Context: an optimization exercise on an open-source flow, tuned for a short achievable clock period and few clock cycles. The choices shown serve that exercise and are no tape-out recipe.
Function was checked by simulation only, so behaviour that the tests miss may differ from the original.
Power is estimated from default activity; no workload was simulated.

===== config.mk =====
export PLATFORM = sky130hd
export DESIGN_NAME = frame_rx
export DESIGN_NICKNAME = frame_rx
export VERILOG_FILES = /design/flow/design.v
export SDC_FILE = /design/flow/constraint.sdc
export NUM_CORES = 4
export LEC_CHECK = 0
export ABC_CLOCK_PERIOD_IN_PS = 2500
export CAP_MARGIN = 20
export CORE_MARGIN = 2
export CORE_UTILIZATION = 40
export PLACE_DENSITY = 0.6
export SETUP_SLACK_MARGIN = 5
export SLEW_MARGIN = 20

===== constraint.sdc =====
create_clock -name core_clock -period 10.0 [get_ports {clk}]
set_input_delay 2.0000 -clock core_clock [delete_from_list [all_inputs] [get_ports {clk}]]
set_output_delay 2.0000 -clock core_clock [all_outputs]
set_load 0.01 [all_outputs]

===== design.v =====
module frame_rx (
    input  wire        clk,
    input  wire        rst,
    input  wire        cmd_valid,
    output wire        cmd_ready,
    input  wire [15:0] cmd_word,
    input  wire [7:0]  rx_avail,
    input  wire        rx_err,
    input  wire        rx_valid,
    input  wire [7:0]  rx_data,
    output wire        rx_ready,
    output reg         rsp_valid,
    output reg  [1:0]  rsp_status,
    output reg  [31:0] rsp_data,
    output reg         ev_valid,
    output reg         ev_hdr,
    output reg  [7:0]  ev_port,
    output reg  [7:0]  ev_data
);
    localparam [7:0] HM0 = 8'hA5, HM1 = 8'h5A;
    localparam [7:0] TM0 = 8'hC3, TM1 = 8'h3C;
    localparam [7:0] MAX_PAYLOAD = 8'd56;
    localparam       W = 8;             
    localparam [1:0] ST_OK = 2'd0, ST_IO_ERROR = 2'd1, ST_ILLEGAL = 2'd2;
    localparam [1:0] R_SYNC = 2'd0, R_HDR = 2'd1, R_BODY = 2'd2;
    function [15:0] crc_byte(input [15:0] c, input [7:0] d);
        integer k;
        reg [15:0] x;
        begin
            x = c ^ {8'h00, d};
            for (k = 0; k < 8; k = k + 1)
                x = x[0] ? ((x >> 1) ^ 16'hA001) : (x >> 1);
            crc_byte = x;
        end
    endfunction
    localparam [15:0] CRC_MAGIC = 16'hDBFA;   
    reg        cmd_ready_r;
    reg        acc_q;           
    reg [15:0] cq;
    reg        errq;
    reg        proc_act;        
    reg        rx_ready_r;
    reg [7:0]  rem_a;
    reg [6:0]  rem_f;
    reg        la1, lf1;
    reg        rx_vq;
    reg [7:0]  rx_q;
    assign cmd_ready = cmd_ready_r;
    assign rx_ready  = rx_ready_r;
    reg [7:0]  mem [0:63];
    reg [63:0] mv;              
    reg        last_a5;         
    reg [6:0]  wr;              
    reg [6:0]  head;            
    reg [6:0]  count;           
    reg [1:0]  rst_st;
    reg [6:0]  cur;             
    reg [2:0]  hoff;            
    reg [7:0]  h_size;
    reg        h_big;
    reg [7:0]  h_port;
    reg [15:0] h_crc;
    reg [6:0]  f_len;
    reg [6:0]  b_left;          
    reg [15:0] crc;
    reg        tm0_ok;
    reg        crc_ok;
    reg        port_ok;
    reg [31:0] ctr_rcv_msgs, ctr_rcv_bytes, ctr_dropped, ctr_crc_err;
    reg [31:0] ctr_size_err, ctr_trailer_err, ctr_no_receiver;
    reg [255:0] port_reg;
    reg        q_v0, q_v1;
    reg [5:0]  q_ptr0, q_ptr1;      
    reg [5:0]  q_left0, q_left1;    
    reg        q_hd0, q_hd1;        
    reg [7:0]  q_port0, q_port1;
    reg [5:0]  q_size0, q_size1;
    wire        rxq_a5 = (rx_q == HM0);
    wire        rxq_5a = (rx_q == HM1);
    wire [7:0]  count_eff = {1'b0, count} + {7'd0, rx_vq};
    wire        cur_at_wr = (cur == wr);
    wire        cur_avail = !cur_at_wr || rx_vq;
    wire [7:0]  cur_byte = cur_at_wr ? rx_q : mem[cur[5:0]];
    wire [127:0] mv2 = {mv, mv} >> head[5:0];
    reg  [W-1:0] wmatch;
    integer j;
    always @(*) begin
        for (j = 0; j < W; j = j + 1) begin
            if (j + 2 <= count)
                wmatch[j] = mv2[j];
            else if (j + 1 == count)
                wmatch[j] = rx_vq && last_a5 && rxq_5a;
            else
                wmatch[j] = 1'b0;
        end
    end
    reg [3:0] wfirst;
    always @(*) begin
        wfirst = W;
        for (j = W - 1; j >= 0; j = j - 1)
            if (wmatch[j]) wfirst = j;
    end
    wire        wfound = |wmatch;
    wire [7:0]  adv_all = (count_eff >= W + 1) ? W : (count_eff - 8'd1);
    wire [15:0] crc_in_data = crc_byte(crc, cur_byte);
    wire [15:0] crc_in_zero = crc_byte(crc, 8'h00);
    wire [15:0] crc_size    = crc_byte(CRC_MAGIC, cur_byte);
    wire [15:0] crc_trl     = crc_byte(crc_byte(crc, TM0), TM1);
    wire [7:0]  d_byte = mem[q_ptr0];
    wire        d_beat = q_v0;
    wire        d_pop  = q_v0 && ((q_hd0 && q_size0 == 6'd0) || (!q_hd0 && q_left0 == 6'd1));
    wire [7:0]  carg = cq[15:8];
    wire        c_process  = (cq == 16'h0001);
    wire        c_register = (cq[7:0] == 8'h02);
    wire        c_read     = (cq[7:0] == 8'h03) && (carg < 8'd7);
    wire        c_clear    = (cq == 16'h0004);
    reg [31:0] ctr_sel;
    always @(*) begin
        case (carg[2:0])
            3'd0: ctr_sel = ctr_rcv_msgs;
            3'd1: ctr_sel = ctr_rcv_bytes;
            3'd2: ctr_sel = ctr_dropped;
            3'd3: ctr_sel = ctr_crc_err;
            3'd4: ctr_sel = ctr_size_err;
            3'd5: ctr_sel = ctr_trailer_err;
            default: ctr_sel = ctr_no_receiver;
        endcase
    end
    wire cur_wait = (rst_st == R_SYNC) ? (count_eff < 8'd2) : !cur_avail;
    always @(posedge clk) begin
        if (rx_vq)
            mem[wr[5:0]] <= rx_q;
    end
    reg [6:0]  drop;         
    reg        push;         
    reg        stall;
    always @(posedge clk) begin
        if (rst) begin
            cmd_ready_r <= 1'b1;
            acc_q <= 1'b0;
            cq <= 16'd0;
            errq <= 1'b0;
            proc_act <= 1'b0;
            rx_ready_r <= 1'b0;
            rem_a <= 8'd0;
            rem_f <= 7'd0;
            la1 <= 1'b0;
            lf1 <= 1'b0;
            rx_vq <= 1'b0;
            rx_q <= 8'd0;
            mv <= 64'd0;
            last_a5 <= 1'b0;
            wr <= 7'd0;
            head <= 7'd0;
            count <= 7'd0;
            rst_st <= R_SYNC;
            cur <= 7'd0;
            hoff <= 3'd0;
            h_size <= 8'd0;
            h_big <= 1'b0;
            h_port <= 8'd0;
            h_crc <= 16'd0;
            f_len <= 7'd0;
            b_left <= 7'd0;
            crc <= 16'hFFFF;
            tm0_ok <= 1'b0;
            crc_ok <= 1'b0;
            port_ok <= 1'b0;
            ctr_rcv_msgs <= 32'd0;
            ctr_rcv_bytes <= 32'd0;
            ctr_dropped <= 32'd0;
            ctr_crc_err <= 32'd0;
            ctr_size_err <= 32'd0;
            ctr_trailer_err <= 32'd0;
            ctr_no_receiver <= 32'd0;
            port_reg <= 256'd0;
            q_v0 <= 1'b0; q_v1 <= 1'b0;
            q_ptr0 <= 6'd0; q_ptr1 <= 6'd0;
            q_left0 <= 6'd0; q_left1 <= 6'd0;
            q_hd0 <= 1'b0; q_hd1 <= 1'b0;
            q_port0 <= 8'd0; q_port1 <= 8'd0;
            q_size0 <= 6'd0; q_size1 <= 6'd0;
            rsp_valid <= 1'b0;
            rsp_status <= 2'd0;
            rsp_data <= 32'd0;
            ev_valid <= 1'b0;
            ev_hdr <= 1'b0;
            ev_port <= 8'd0;
            ev_data <= 8'd0;
        end else begin
            rsp_valid <= 1'b0;
            ev_valid <= 1'b0;
            ev_hdr <= 1'b0;
            acc_q <= cmd_valid && cmd_ready_r;
            if (cmd_ready_r) begin
                cq <= cmd_word;
                errq <= rx_err;
                rem_a <= rx_avail;
                rem_f <= 7'd64 - count;
                la1 <= (rx_avail == 8'd1);
                lf1 <= (count == 7'd63);
            end
            if (cmd_valid && cmd_ready_r) begin
                cmd_ready_r <= 1'b0;
                if (cmd_word == 16'h0001 && !rx_err) begin
                    proc_act <= 1'b1;
                    rx_ready_r <= (rx_avail != 8'd0) && (count != 7'd64);
                end
            end
            rx_q <= rx_data;
            rx_vq <= rx_valid && rx_ready_r;
            if (rx_valid && rx_ready_r) begin
                rem_a <= rem_a - 8'd1;
                rem_f <= rem_f - 7'd1;
                la1 <= (rem_a == 8'd2);
                lf1 <= (rem_f == 7'd2);
                if (la1 || lf1)
                    rx_ready_r <= 1'b0;
            end
            if (rx_vq) begin
                wr <= wr + 7'd1;
                last_a5 <= rxq_a5;
                mv[wr[5:0] - 6'd1] <= last_a5 && rxq_5a;
            end
            drop = 7'd0;
            push = 1'b0;
            stall = 1'b0;
            port_ok <= port_reg[h_port];
            case (rst_st)
                R_SYNC: begin
                    if (count_eff >= 8'd2) begin
                        if (wfound) begin
                            drop = {3'd0, wfirst};
                            rst_st <= R_HDR;
                            hoff <= 3'd2;
                            cur <= head + {3'd0, wfirst} + 7'd2;
                        end else begin
                            drop = adv_all[6:0];
                        end
                        ctr_dropped <= ctr_dropped + {25'd0, drop};
                    end
                end
                R_HDR: begin
                    if (cur_avail) begin
                        cur <= cur + 7'd1;
                        hoff <= hoff + 3'd1;
                        case (hoff[1:0])
                            2'd2: begin
                                h_size <= cur_byte;
                                h_big <= (cur_byte > MAX_PAYLOAD);
                                f_len <= cur_byte[6:0] + 7'd8;
                                b_left <= cur_byte[6:0] + 7'd2;
                                crc <= crc_size;
                            end
                            2'd3: begin
                                h_port <= cur_byte;
                                crc <= crc_in_data;
                            end
                            2'd0: begin
                                h_crc[7:0] <= cur_byte;
                                crc <= crc_in_zero;
                            end
                            default: begin
                                h_crc[15:8] <= cur_byte;
                                crc <= crc_in_zero;
                                if (h_big) begin
                                    ctr_size_err <= ctr_size_err + 32'd1;
                                    ctr_dropped <= ctr_dropped + 32'd2;
                                    drop = 7'd2;
                                    rst_st <= R_SYNC;
                                end else begin
                                    rst_st <= R_BODY;
                                end
                            end
                        endcase
                    end
                end
                default: begin
                    if (cur_avail) begin
                        if (b_left == 7'd1) begin
                            if (!(tm0_ok && cur_byte == TM1)) begin
                                ctr_trailer_err <= ctr_trailer_err + 32'd1;
                                ctr_dropped <= ctr_dropped + 32'd2;
                                drop = 7'd2;
                                rst_st <= R_SYNC;
                            end else if (!crc_ok) begin
                                ctr_crc_err <= ctr_crc_err + 32'd1;
                                ctr_dropped <= ctr_dropped + 32'd2;
                                drop = 7'd2;
                                rst_st <= R_SYNC;
                            end else if (port_ok && q_v1 && !d_pop) begin
                                stall = 1'b1;
                            end else begin
                                ctr_rcv_msgs <= ctr_rcv_msgs + 32'd1;
                                ctr_rcv_bytes <= ctr_rcv_bytes + {25'd0, f_len};
                                if (port_ok)
                                    push = 1'b1;
                                else
                                    ctr_no_receiver <= ctr_no_receiver + 32'd1;
                                drop = f_len;
                                rst_st <= R_SYNC;
                            end
                        end else begin
                            cur <= cur + 7'd1;
                            b_left <= b_left - 7'd1;
                            crc <= crc_in_data;
                            if (b_left == 7'd2) begin
                                tm0_ok <= (cur_byte == TM0);
                                crc_ok <= (crc_trl == h_crc);
                            end
                        end
                    end
                end
            endcase
            head <= head + drop;
            count <= count - drop + {6'd0, rx_vq};
            if (q_v0) begin
                ev_valid <= 1'b1;
                if (q_hd0) begin
                    ev_hdr <= 1'b1;
                    ev_port <= q_port0;
                    ev_data <= {2'b00, q_size0};
                    q_hd0 <= 1'b0;
                end else begin
                    ev_data <= d_byte;
                    q_ptr0 <= q_ptr0 + 6'd1;
                    q_left0 <= q_left0 - 6'd1;
                end
            end
            begin
                if (d_pop) begin
                    if (q_v1) begin
                        q_v0 <= 1'b1;
                        q_ptr0 <= q_ptr1; q_left0 <= q_left1; q_hd0 <= q_hd1;
                        q_port0 <= q_port1; q_size0 <= q_size1;
                        if (push) begin
                            q_v1 <= 1'b1;
                            q_ptr1 <= head[5:0] + 6'd6; q_left1 <= h_size[5:0];
                            q_hd1 <= 1'b1; q_port1 <= h_port; q_size1 <= h_size[5:0];
                        end else
                            q_v1 <= 1'b0;
                    end else if (push) begin
                        q_v0 <= 1'b1;
                        q_ptr0 <= head[5:0] + 6'd6; q_left0 <= h_size[5:0];
                        q_hd0 <= 1'b1; q_port0 <= h_port; q_size0 <= h_size[5:0];
                    end else
                        q_v0 <= 1'b0;
                end else if (push) begin
                    if (!q_v0) begin
                        ev_valid <= 1'b1;
                        ev_hdr <= 1'b1;
                        ev_port <= h_port;
                        ev_data <= h_size;
                        if (h_size[5:0] != 6'd0) begin
                            q_v0 <= 1'b1;
                            q_ptr0 <= head[5:0] + 6'd6; q_left0 <= h_size[5:0];
                            q_hd0 <= 1'b0; q_port0 <= h_port; q_size0 <= h_size[5:0];
                        end
                    end else begin
                        q_v1 <= 1'b1;
                        q_ptr1 <= head[5:0] + 6'd6; q_left1 <= h_size[5:0];
                        q_hd1 <= 1'b1; q_port1 <= h_port; q_size1 <= h_size[5:0];
                    end
                end
            end
            if (acc_q && !(c_process && !errq)) begin
                rsp_valid <= 1'b1;
                rsp_status <= ST_OK;
                rsp_data <= 32'd0;
                cmd_ready_r <= 1'b1;
                if (c_process) begin
                    rsp_status <= ST_IO_ERROR;
                end else if (c_register) begin
                    port_reg[carg] <= 1'b1;
                end else if (c_read) begin
                    rsp_data <= ctr_sel;
                end else if (c_clear) begin
                    ctr_rcv_msgs <= 32'd0;
                    ctr_rcv_bytes <= 32'd0;
                    ctr_dropped <= 32'd0;
                    ctr_crc_err <= 32'd0;
                    ctr_size_err <= 32'd0;
                    ctr_trailer_err <= 32'd0;
                    ctr_no_receiver <= 32'd0;
                end else begin
                    rsp_status <= ST_ILLEGAL;
                end
            end
            if (proc_act && !rx_ready_r && !rx_vq && cur_wait && !q_v0) begin
                proc_act <= 1'b0;
                rsp_valid <= 1'b1;
                rsp_status <= ST_OK;
                rsp_data <= 32'd0;
                cmd_ready_r <= 1'b1;
            end
        end
    end
endmodule

===== run.sh =====
#!/bin/bash
# synth_recipe.tcl (not shown) runs the flow's synth.tcl, then flattens the netlist and writes it again
# the make line also repeats each setting of config.mk as NAME=value (left out here)
make -C /OpenROAD-flow-scripts/flow DESIGN_CONFIG=/design/flow/config.mk WORK_HOME=/design/flow/orfs CLKGATE_MAP_FILE= SYNTH_SCRIPT=/design/flow/synth_recipe.tcl finish

==> impl_metrics.tcl <==
set metrics [dict create \
    post_synth_mux_area_share_pct 17.9 \
    worst_ir_drop_vdd_mv 0.301 \
    drtPass1Iterations 6 \
    grtUsageTotal_pct 24.3 \
    yosysSeqAreaShare_pct 47.9 \
    layout-area-overhead-vs-synth_pct 15.6 \
    die-height_um 408 \
    power_leakage_nw 24.7 \
    routability_cong 0.898 \
    post_synth_edffs 512 \
    die_ar_sq_um 167000 \
    synth_async_sr_flop_share_pct 0 \
    ys_top_cells_by_area "sky130_fd_sc_hd__dfxtp_1, sky130_fd_sc_hd__edfxtp_1, sky130_fd_sc_hd__mux4_2" \
    final_critical_path_setup_slack_ps 4390 \
    max-cap-violations 0 \
    grt_start_max_net_pins 214 \
    compound_gate_fraction_of_synth_area_pct 11.2 \
    critical_path.most_common_cell "sky130_fd_sc_hd__o21ai_2" \
    p_per_area_nw_per_um2 222 \
    post-route-period-util_pct 56.1 \
    clock-root-buffer "sky130_fd_sc_hd__clkbuf_16" \
    final_max_slew_viol_count 0 \
    report.final.setup_viol 0 \
    hold_class "flip-flop to flip-flop" \
    number_of_global_route_vias_before_repair 48200 \
    place_area_sq_um 68000 \
    post_synth_and_or_nand_nor_area_fraction_pct 13.2 \
    route.antenna.remaining_nets 0 \
    die-width_um 408 \
    timing.setup.tns_ps 0 \
    drt_wl_total_um 207000 \
    synth_top_cells_by_count "sky130_fd_sc_hd__nor2_1, sky130_fd_sc_hd__dfxtp_1, sky130_fd_sc_hd__edfxtp_1" \
    synth-adder-area-share_pct 2.09 \
    mappedNetlistArea_sq_um 65400 \
    largest_family_of_logic_cells_by_synthesized_area "multiplexers" \
    h_tree_depth_reported_by_cts 4 \
    synthXorXnorAreaFrac_pct 4.43 \
    cts_made_buffers 146 \
    portion_of_synthesized_cell_area_occupied_by_the_leading_cell_type_pct 24.4 \
    timing_worst_setup_path_type "flip-flop to flip-flop" \
    detailed_place_hpwl_um 134000 \
    post_synth_num_cell_types 101 \
    postSynthCellCount 5914 \
    route.detailed.drc 0 \
    synth_most_common_cell "sky130_fd_sc_hd__nor2_1" \
    post_synth.cell_area_avg_sq_um 11.1 \
    slew-limit-headroom_pct 16.9 \
    route.vias.total 49800 \
    synth.net_count 6057 \
    floorplan.initialDensity_pct 40.2 \
    grt.overflow.total 0 \
    critPathSlowestCell "sky130_fd_sc_hd__mux4_2" \
    postLayoutCellArea_sq_um 75600 \
    rsz_0062_raised_after_global_routing "yes" \
    final_layout_size_suffix_gt1_share_pct 19.0 \
    tritoncts_clock_tree "built" \
    clkTransAtPathRegs_ps 60 \
    largest_register_ffs 512 \
    final_period_minus_worst_setup_slack_ps 5610 \
    synthesis.yosys.warnings 1 \
    worstSetupStartpointType "flip-flop" \
    crit_path_cell_trace "buf_12, clkbuf_16, mux4_2, mux4_2, a22o_1, o21ai_2, a31oi_2, nor3_2, and3b_2, buf_4, a21oi_4, buf_4, fa_2, nand3b_1, a21boi_2, o21ai_2, a21boi_2, o2111ai_4, or2_4, o21ai_2, o21ai_2, or3_1, a21oi_2" \
    grt_first_pass_wirelength_um 310000 \
    num_rows 148 \
    predominant_post_synthesis_flop_cell "sky130_fd_sc_hd__dfxtp_1" \
    timing.critical_path.fanout_max 6 \
    insertion_delay_ps 800 \
    final_hold_viol_count 0 \
    drt-wirelength-per-cell_um 25.2 \
    route.detailed.vias_per_inst 6.06 \
    critPathArrivalTime_ps 6320 \
    worst_setup_path_end_kind "flip-flop" \
    cp.required_ps 10710 \
    clock_sinks 1308 \
    synth_area_leader_cell "sky130_fd_sc_hd__dfxtp_1" \
    final_nets 6069 \
    antenna_found_initial 5 \
    synth-seq-cells 1308 \
    slowest_delay_ps 510 \
    core_box_area_sq_um 163000 \
    timing_worst_slew_pin_value_ps 1240 \
    cts.path.max_buffers 3 \
    dp_slack_ps 3370 \
    finalClockSkew_ps 43.3 \
    max_clock_freq_mhz 178 \
    io-pin-count 92 \
    drt_iter0_markers 6127 \
    port_buffers 91 \
    run_status "complete, no violations" \
]
[metrics by stage]
step	hold slack, ps	util [%]	power, mW	cells
after global placement	439	41.8	10.1	7813
after CTS	450	46.2	16.6	8191
after detailed placement	442	41.8	10.2	7814
final	452	46.5	16.8	8219
after global routing	461	46.5	17.4	8216
after floorplan	431	-	9.09	5914
[cell usage in the layout (no fill, tap or decap), types with 72 or more instances in the layout]
| cell type | synthesis | final |
|---|---|---|
| sky130_fd_sc_hd__dfxtp_1 | 796 | 771 |
| sky130_fd_sc_hd__mux2i_1 | 78 | 76 |
| sky130_fd_sc_hd__xnor2_1 | 135 | 131 |
| sky130_fd_sc_hd__xor2_1 | 175 | 175 |
| sky130_fd_sc_hd__a211oi_1 | 73 | 72 |
| sky130_fd_sc_hd__nor2_1 | 886 | 871 |
| sky130_fd_sc_hd__mux4_2 | 470 | 471 |
| sky130_fd_sc_hd__clkbuf_16 | 0 | 149 |
| sky130_fd_sc_hd__nand2_1 | 449 | 443 |
| sky130_fd_sc_hd__buf_4 | 10 | 141 |
| sky130_fd_sc_hd__clkdlybuf4s50_1 | 0 | 90 |
| sky130_fd_sc_hd__nand3_1 | 136 | 129 |
| sky130_fd_sc_hd__inv_1 | 91 | 85 |
| sky130_fd_sc_hd__a21oi_1 | 477 | 465 |
| sky130_fd_sc_hd__ha_1 | 101 | 92 |
| sky130_fd_sc_hd__a22oi_1 | 131 | 99 |
| sky130_fd_sc_hd__o21ai_0 | 184 | 174 |
| sky130_fd_sc_hd__edfxtp_1 | 512 | 512 |
[cell families after synthesis]
logic type      count (synthesis)
compound gates               1154
buf+inv                       529
flops                        1308
fa+ha+maj                     106
simple gates                 1933
mux                           565
xor+xnor                      319
[per-layer routing]
metal / GRT usage (%) / share of wire [%] / up-vias
met5: 0 / 0.014 / -
met4: 10.0 / 4.4 / 4
met3: 5.93 / 9.5 / 457
met2: 37.8 / 46 / 2358
met1: 32.4 / 41 / 24900
li1: - / - / 22100
[power breakdown]
group / switching (mW) / total, mW / internal (mW)
combinational: 2.98 / 5.36 / 2.38
sequential: 0.218 / 5.86 / 5.64
clock: 2.29 / 5.54 / 3.25
[timing repair]
action                                  4_1_cts  5_1_grt
cloned                                       24        1
resized for setup                           176       64
hold buffers                                  0        0
buffers inserted                             91       19
pin swaps                                    55       31
endpoints found under the setup margin      258      136
[layout make-up]
| type | instances | area, sq um |
|---|---|---|
| clock buffer | 189 | 4020 |
| timing repair buffer | 297 | 3320 |
| sequential | 1308 | 31400 |
| antenna | 4 | 10.0 |
| tap | 2175 | 2720 |
| inverter | 94 | 357 |
| fill | 14700 | 86900 |
| multi-input combinational | 4079 | 32900 |
| clock inverter | 73 | 925 |
[path summary, 6_finish.rpt]
check                  start              end  slack [ps]  cells past startpoint
setup / recovery     head[0]  ctr_dropped[26]        4390                     23
hold / removal    q_left1[4]       q_left1[4]         450                      2
hold reg to reg   q_left1[4]       q_left1[4]         450                      2
setup reg to reg     head[0]  ctr_dropped[26]        4390                     23
[critical path, delay by kind of cell, from the launching register on]
family | cells | cell delay, ps
AO/OA/AOI/OAI | 11 | 1720
AND/OR/NAND/NOR | 5 | 1390
multiplexers | 2 | 1010
flip-flops | 1 | 400
adder cells (fa/ha/maj) | 1 | 360
buffers and inverters | 4 | 620
Testbench counts, summed over its fixed seeds: cycles 47,648.

re-timing with driven ports:
The flow's constraints put no driver on any port. The routed layout listed below was extracted and timed again, unchanged, in two steps. Step 1, drivers: a clkbuf_16 drives clk and a buf_2 each remaining input, both assumed. Step 2, shift: input delay + t, output delay - t, t = (earliest + latest rising clock arrival at the registers) / 2. This alone moves slack from input paths to output paths. Three values: no drivers, after step 1, after step 2; two values: the first two.
t, ns: 0.859
setup WS [ns]: 4.386 / 4.386 / 4.386
worst setup path at the end: register to register
worst register clock-pin slew, ns: 0.07 / 0.07
worst data-port slew with drivers (ns): 0.15
After both steps this run still meets setup and hold. The setup slack of this run moves by 0.000 ns with the drivers and by 0.000 ns with both steps.
